This is an optimization exercise on Yosys and OpenROAD, whose aim is small area and a short achievable clock period, not a production implementation.
Only simulation tests tie the RTL to the original design; equivalence was not proved.

Setup of garnet:
==> flow/design.v (excerpt) <==
module conv4 (
    input  wire         clk,
    input  wire         rst,         
    input  wire         in_valid,
    input  wire [55:0]  f,           
    input  wire [55:0]  g,           
    output wire         out_valid,
    output wire [127:0] p            
);
    reg [3:0] vld;
    always @(posedge clk) begin
        if (rst) vld <= 4'b0;
        else     vld <= {vld[2:0], in_valid};
    end
    assign out_valid = vld[3];
    reg [55:0] fr, gr;      
    always @(posedge clk) begin
        fr <= ~f;
        gr <= ~g;
    end
    wire [14:0] y0;
    wire [1:0] d0;
    mrr_reduce u_r0 (.clk(clk), .fn(fr[0 +: 14]), .gn(gr[0 +: 14]), .y(y0), .d(d0));
    wire [14:0] y1;
    wire [1:0] d1;
    mrr_reduce u_r1 (.clk(clk), .fn(fr[0 +: 14]), .gn(gr[14 +: 14]), .y(y1), .d(d1));
    wire [14:0] y2;
    wire [1:0] d2;
    mrr_reduce u_r2 (.clk(clk), .fn(fr[0 +: 14]), .gn(gr[28 +: 14]), .y(y2), .d(d2));
    wire [14:0] y3;
    wire [1:0] d3;
    mrr_reduce u_r3 (.clk(clk), .fn(fr[0 +: 14]), .gn(gr[42 +: 14]), .y(y3), .d(d3));
    wire [14:0] y4;
    wire [1:0] d4;
    mrr_reduce u_r4 (.clk(clk), .fn(fr[14 +: 14]), .gn(gr[0 +: 14]), .y(y4), .d(d4));
    wire [14:0] y5;
    wire [1:0] d5;
    mrr_reduce u_r5 (.clk(clk), .fn(fr[14 +: 14]), .gn(gr[14 +: 14]), .y(y5), .d(d5));
    wire [14:0] y6;
    wire [1:0] d6;
    mrr_reduce u_r6 (.clk(clk), .fn(fr[14 +: 14]), .gn(gr[28 +: 14]), .y(y6), .d(d6));
    wire [14:0] y7;
    wire [1:0] d7;
    mrr_reduce u_r7 (.clk(clk), .fn(fr[14 +: 14]), .gn(gr[42 +: 14]), .y(y7), .d(d7));
    wire [14:0] y8;
    wire [1:0] d8;
    mrr_reduce u_r8 (.clk(clk), .fn(fr[28 +: 14]), .gn(gr[0 +: 14]), .y(y8), .d(d8));
    wire [14:0] y9;
    wire [1:0] d9;
    mrr_reduce u_r9 (.clk(clk), .fn(fr[28 +: 14]), .gn(gr[14 +: 14]), .y(y9), .d(d9));
    wire [14:0] y10;
    wire [1:0] d10;
    mrr_reduce u_r10 (.clk(clk), .fn(fr[28 +: 14]), .gn(gr[28 +: 14]), .y(y10), .d(d10));
    wire [14:0] y11;
    wire [1:0] d11;
  ...
Settings: LEC_CHECK=0, CAP_MARGIN=20, CORE_MARGIN=2, CORE_UTILIZATION=65, SLEW_MARGIN=20; clock period 24.0 ns.
standard.sh (not shown) runs the stock make flow with config.mk's settings and CLKGATE_MAP_FILE= SYNTH_SCRIPT=/design/flow/synth_recipe.tcl, a recipe that flattens the netlist after the stock synthesis.
==> flow/flow/run.sh <==
#!/bin/bash
# Layout flow: ORFS's standard flow (standard.sh) with two changes:
#  - synthesis is the standard flow's synthesis script with Yosys's pre-mapping "abc -fast"
#    skipped (synth -noabc), so extract_fa sees the RTL's adder cells directly;
#    everything else (registers, flattening, renaming, the final ABC mapping)
#    is unchanged;
#  - the port buffers that buffer_ports inserts are sky130_fd_sc_hd__buf_2;
#  - repair_timing (after floorplan, CTS and global routing) works to a setup
#    slack margin of 18 ns (the clock period and the SDC are unchanged), so it
#    upsizes and buffers the critical paths.
# Each tool's full output goes to a log file in the work folder.
set -euo pipefail
W=$(pwd)
# synthesis script: the standard flow's, with -noabc added to every synth call
sed 's/yosys synth -nofsm -noshare /yosys synth -nofsm -noshare -noabc /' synth_recipe.tcl > flow_synth.tcl
grep -q -- '-noabc' flow_synth.tcl
sed "s#$W/synth_recipe.tcl#$W/flow_synth.tcl#g" standard.sh > flow_synth.sh
if grep -q 'srcline/synth.tcl' flow_synth.sh; then
  mkdir -p srcline_own
  sed "s#$W/synth_recipe.tcl#$W/flow_synth.tcl#g" srcline/synth.tcl > srcline_own/synth.tcl
  sed -i "s#$W/srcline/synth.tcl#$W/srcline_own/synth.tcl#g" flow_synth.sh
fi
grep -q 'flow_synth.tcl\|srcline_own' flow_synth.sh
bash flow_synth.sh synth > synth.log 2>&1
bash standard.sh 'BUFFER_PORTS_ARGS=-buffer_cell sky130_fd_sc_hd__buf_2' SETUP_SLACK_MARGIN=18.0 finish > layout.log 2>&1
test -s out/final.def
garnet finished end to end and its layout was clean on timing, DRC and antenna.
#### Input delta (lagoon over garnet)
Settings: CORE_UTILIZATION changed from 65 to 75.
diff --git a/flow/flow/run.sh b/flow/flow/run.sh
--- a/flow/flow/run.sh
+++ b/flow/flow/run.sh
@@ -1,4 +1,4 @@
 #!/bin/bash
-# Layout flow: ORFS's standard flow (standard.sh) with two changes:
+# Layout flow: ORFS's standard flow (standard.sh) with these changes:
 #  - synthesis is the standard flow's synthesis script with Yosys's pre-mapping "abc -fast"
 #    skipped (synth -noabc), so extract_fa sees the RTL's adder cells directly;
@@ -7,5 +7,5 @@
 #  - the port buffers that buffer_ports inserts are sky130_fd_sc_hd__buf_2;
 #  - repair_timing (after floorplan, CTS and global routing) works to a setup
-#    slack margin of 18 ns (the clock period and the SDC are unchanged), so it
+#    slack margin of 17.93 ns (the clock period and the SDC are unchanged), so it
 #    upsizes and buffers the critical paths.
 # Each tool's full output goes to a log file in the work folder.
@@ -23,4 +23,4 @@
 grep -q 'flow_synth.tcl\|srcline_own' flow_synth.sh
 bash flow_synth.sh synth > synth.log 2>&1
-bash standard.sh 'BUFFER_PORTS_ARGS=-buffer_cell sky130_fd_sc_hd__buf_2' SETUP_SLACK_MARGIN=18.0 finish > layout.log 2>&1
+bash standard.sh 'BUFFER_PORTS_ARGS=-buffer_cell sky130_fd_sc_hd__buf_2' SETUP_SLACK_MARGIN=17.93 finish > layout.log 2>&1
 test -s out/final.def
Shortest period the worst path allows: lagoon better than garnet
Looking at fraction of cell area in non-clock buffers across lagoon and garnet, the one that comes out higher is garnet.
Fmax: lagoon higher than garnet
garnet and lagoon ended up with roughly the same number of sequential cells.
~same post-DP HPWL in lagoon and garnet
Between lagoon and garnet, the sequential share of layout area does not differ in any meaningful way.
Setup changes, lagoon to amber
diff --git a/flow/flow/run.sh b/flow/flow/run.sh
--- a/flow/flow/run.sh
+++ b/flow/flow/run.sh
@@ -7,5 +7,5 @@
 #  - the port buffers that buffer_ports inserts are sky130_fd_sc_hd__buf_2;
 #  - repair_timing (after floorplan, CTS and global routing) works to a setup
-#    slack margin of 17.93 ns (the clock period and the SDC are unchanged), so it
+#    slack margin of 18 ns (the clock period and the SDC are unchanged), so it
 #    upsizes and buffers the critical paths.
 # Each tool's full output goes to a log file in the work folder.
@@ -23,4 +23,4 @@
 grep -q 'flow_synth.tcl\|srcline_own' flow_synth.sh
 bash flow_synth.sh synth > synth.log 2>&1
-bash standard.sh 'BUFFER_PORTS_ARGS=-buffer_cell sky130_fd_sc_hd__buf_2' SETUP_SLACK_MARGIN=17.93 finish > layout.log 2>&1
+bash standard.sh 'BUFFER_PORTS_ARGS=-buffer_cell sky130_fd_sc_hd__buf_2' SETUP_SLACK_MARGIN=18.0 finish > layout.log 2>&1
 test -s out/final.def
[summary]
Diff lagoon -> amber: final area has increased; setup slack has remained practically unchanged; maximum frequency has remained practically unchanged.
What yarrow does differently from amber at the input level:
Settings: a change of CORE_UTILIZATION from 75 to 65.
==> flow/flow/run.sh <==
#!/bin/bash
# Layout flow: ORFS's standard flow (standard.sh) with two changes:
#  - synthesis is the standard flow's synthesis script with Yosys's pre-mapping "abc -fast"
#    skipped (synth -noabc), so extract_fa sees the RTL's adder cells directly;
#    everything else (registers, flattening, renaming, the final ABC mapping)
#    is unchanged;
#  - the port buffers that buffer_ports inserts are sky130_fd_sc_hd__buf_2.
# Each tool's full output goes to a log file in the work folder.
set -euo pipefail
W=$(pwd)
# synthesis script: the standard flow's, with -noabc added to every synth call
sed 's/yosys synth -nofsm -noshare /yosys synth -nofsm -noshare -noabc /' synth_recipe.tcl > flow_synth.tcl
grep -q -- '-noabc' flow_synth.tcl
sed "s#$W/synth_recipe.tcl#$W/flow_synth.tcl#g" standard.sh > flow_synth.sh
if grep -q 'srcline/synth.tcl' flow_synth.sh; then
  mkdir -p srcline_own
  sed "s#$W/synth_recipe.tcl#$W/flow_synth.tcl#g" srcline/synth.tcl > srcline_own/synth.tcl
  sed -i "s#$W/srcline/synth.tcl#$W/srcline_own/synth.tcl#g" flow_synth.sh
fi
grep -q 'flow_synth.tcl\|srcline_own' flow_synth.sh
bash flow_synth.sh synth > synth.log 2>&1
bash standard.sh 'BUFFER_PORTS_ARGS=-buffer_cell sky130_fd_sc_hd__buf_2' finish > layout.log 2>&1
test -s out/final.def
[summary]
Both conditions hold for yarrow: the flow ran to the end and the final layout passed the timing, design-rule and antenna checks. Compared with amber, in yarrow die area increased 15%, average vias per placed instance decreased about 5%, cell depth of the worst setup path increased 15, pin slew with the least headroom to its limit increased 260 ps. Run comparison: yarrow critical path endpoint u_r13.m_rp731$_DFF_P_; amber critical path endpoint p[107].
Edits applied to the flow inputs when going from yarrow to violet:
diff --git a/flow/flow/run.sh b/flow/flow/run.sh
--- a/flow/flow/run.sh
+++ b/flow/flow/run.sh
@@ -1,9 +1,12 @@
 #!/bin/bash
-# Layout flow: ORFS's standard flow (standard.sh) with two changes:
+# Layout flow: ORFS's standard flow (standard.sh) with these changes:
 #  - synthesis is the standard flow's synthesis script with Yosys's pre-mapping "abc -fast"
 #    skipped (synth -noabc), so extract_fa sees the RTL's adder cells directly;
 #    everything else (registers, flattening, renaming, the final ABC mapping)
 #    is unchanged;
-#  - the port buffers that buffer_ports inserts are sky130_fd_sc_hd__buf_2.
+#  - the port buffers that buffer_ports inserts are sky130_fd_sc_hd__buf_2;
+#  - repair_timing (after floorplan, CTS and global routing) works to a setup
+#    slack margin of 17.93 ns (the clock period and the SDC are unchanged), so it
+#    upsizes and buffers the critical paths.
 # Each tool's full output goes to a log file in the work folder.
 set -euo pipefail
@@ -20,4 +23,4 @@
 grep -q 'flow_synth.tcl\|srcline_own' flow_synth.sh
 bash flow_synth.sh synth > synth.log 2>&1
-bash standard.sh 'BUFFER_PORTS_ARGS=-buffer_cell sky130_fd_sc_hd__buf_2' finish > layout.log 2>&1
+bash standard.sh 'BUFFER_PORTS_ARGS=-buffer_cell sky130_fd_sc_hd__buf_2' SETUP_SLACK_MARGIN=17.93 finish > layout.log 2>&1
 test -s out/final.def
Findings:
| layout overhead on the synthesized area | violet vs yarrow | 2.8 points higher |. Summary — global-route usage, violet relative to yarrow: higher, by 0.38 points. Between violet and yarrow, the clock latency on the worst-skew pair does not differ in any meaningful way. Cmp violet and yarrow / final critical-path share of the clock period / higher: yarrow. Depth of the critical timing path with buffers and inverters included sits lower in violet than in yarrow. violet vs. yarrow: count of TritonRoute iterations in the first routing pass went down by 1. Summary of violet over yarrow: routed via count now larger; final area now larger.

-- what the ideal ports hide --
No port has a modelled driver above. Below, the same layouts with a new extraction and two added sets of constraints.
Step 1: set_driving_cell puts a clkbuf_16 on clk and a buf_2 on each other input, an assumption about the parent block.
Step 2 also shifts input and output timing later by t, the mid clock arrival at the registers, as if the neighbouring blocks saw the same clock.
Slacks: ideal / step 1 / step 2; pairs: ideal / step 1.
| run | shift t [ns] | setup slack, ns | latest minus earliest clock arrival (ns) |
|---|---|---|---|
| garnet | 0.885 | 17.940 / 17.850 / 18.139 | 0.067 / 0.067 |
| lagoon | 0.855 | 17.972 / 17.884 / 18.061 | 0.055 / 0.055 |
| amber | 0.858 | 17.969 / 17.879 / 18.100 | 0.057 / 0.056 |
| yarrow | 0.883 | 17.305 / 17.305 / 17.305 | 0.076 / 0.075 |
| violet | 0.889 | 17.933 / 17.843 / 18.069 | 0.070 / 0.070 |
After both steps every run listed still meets setup and hold.
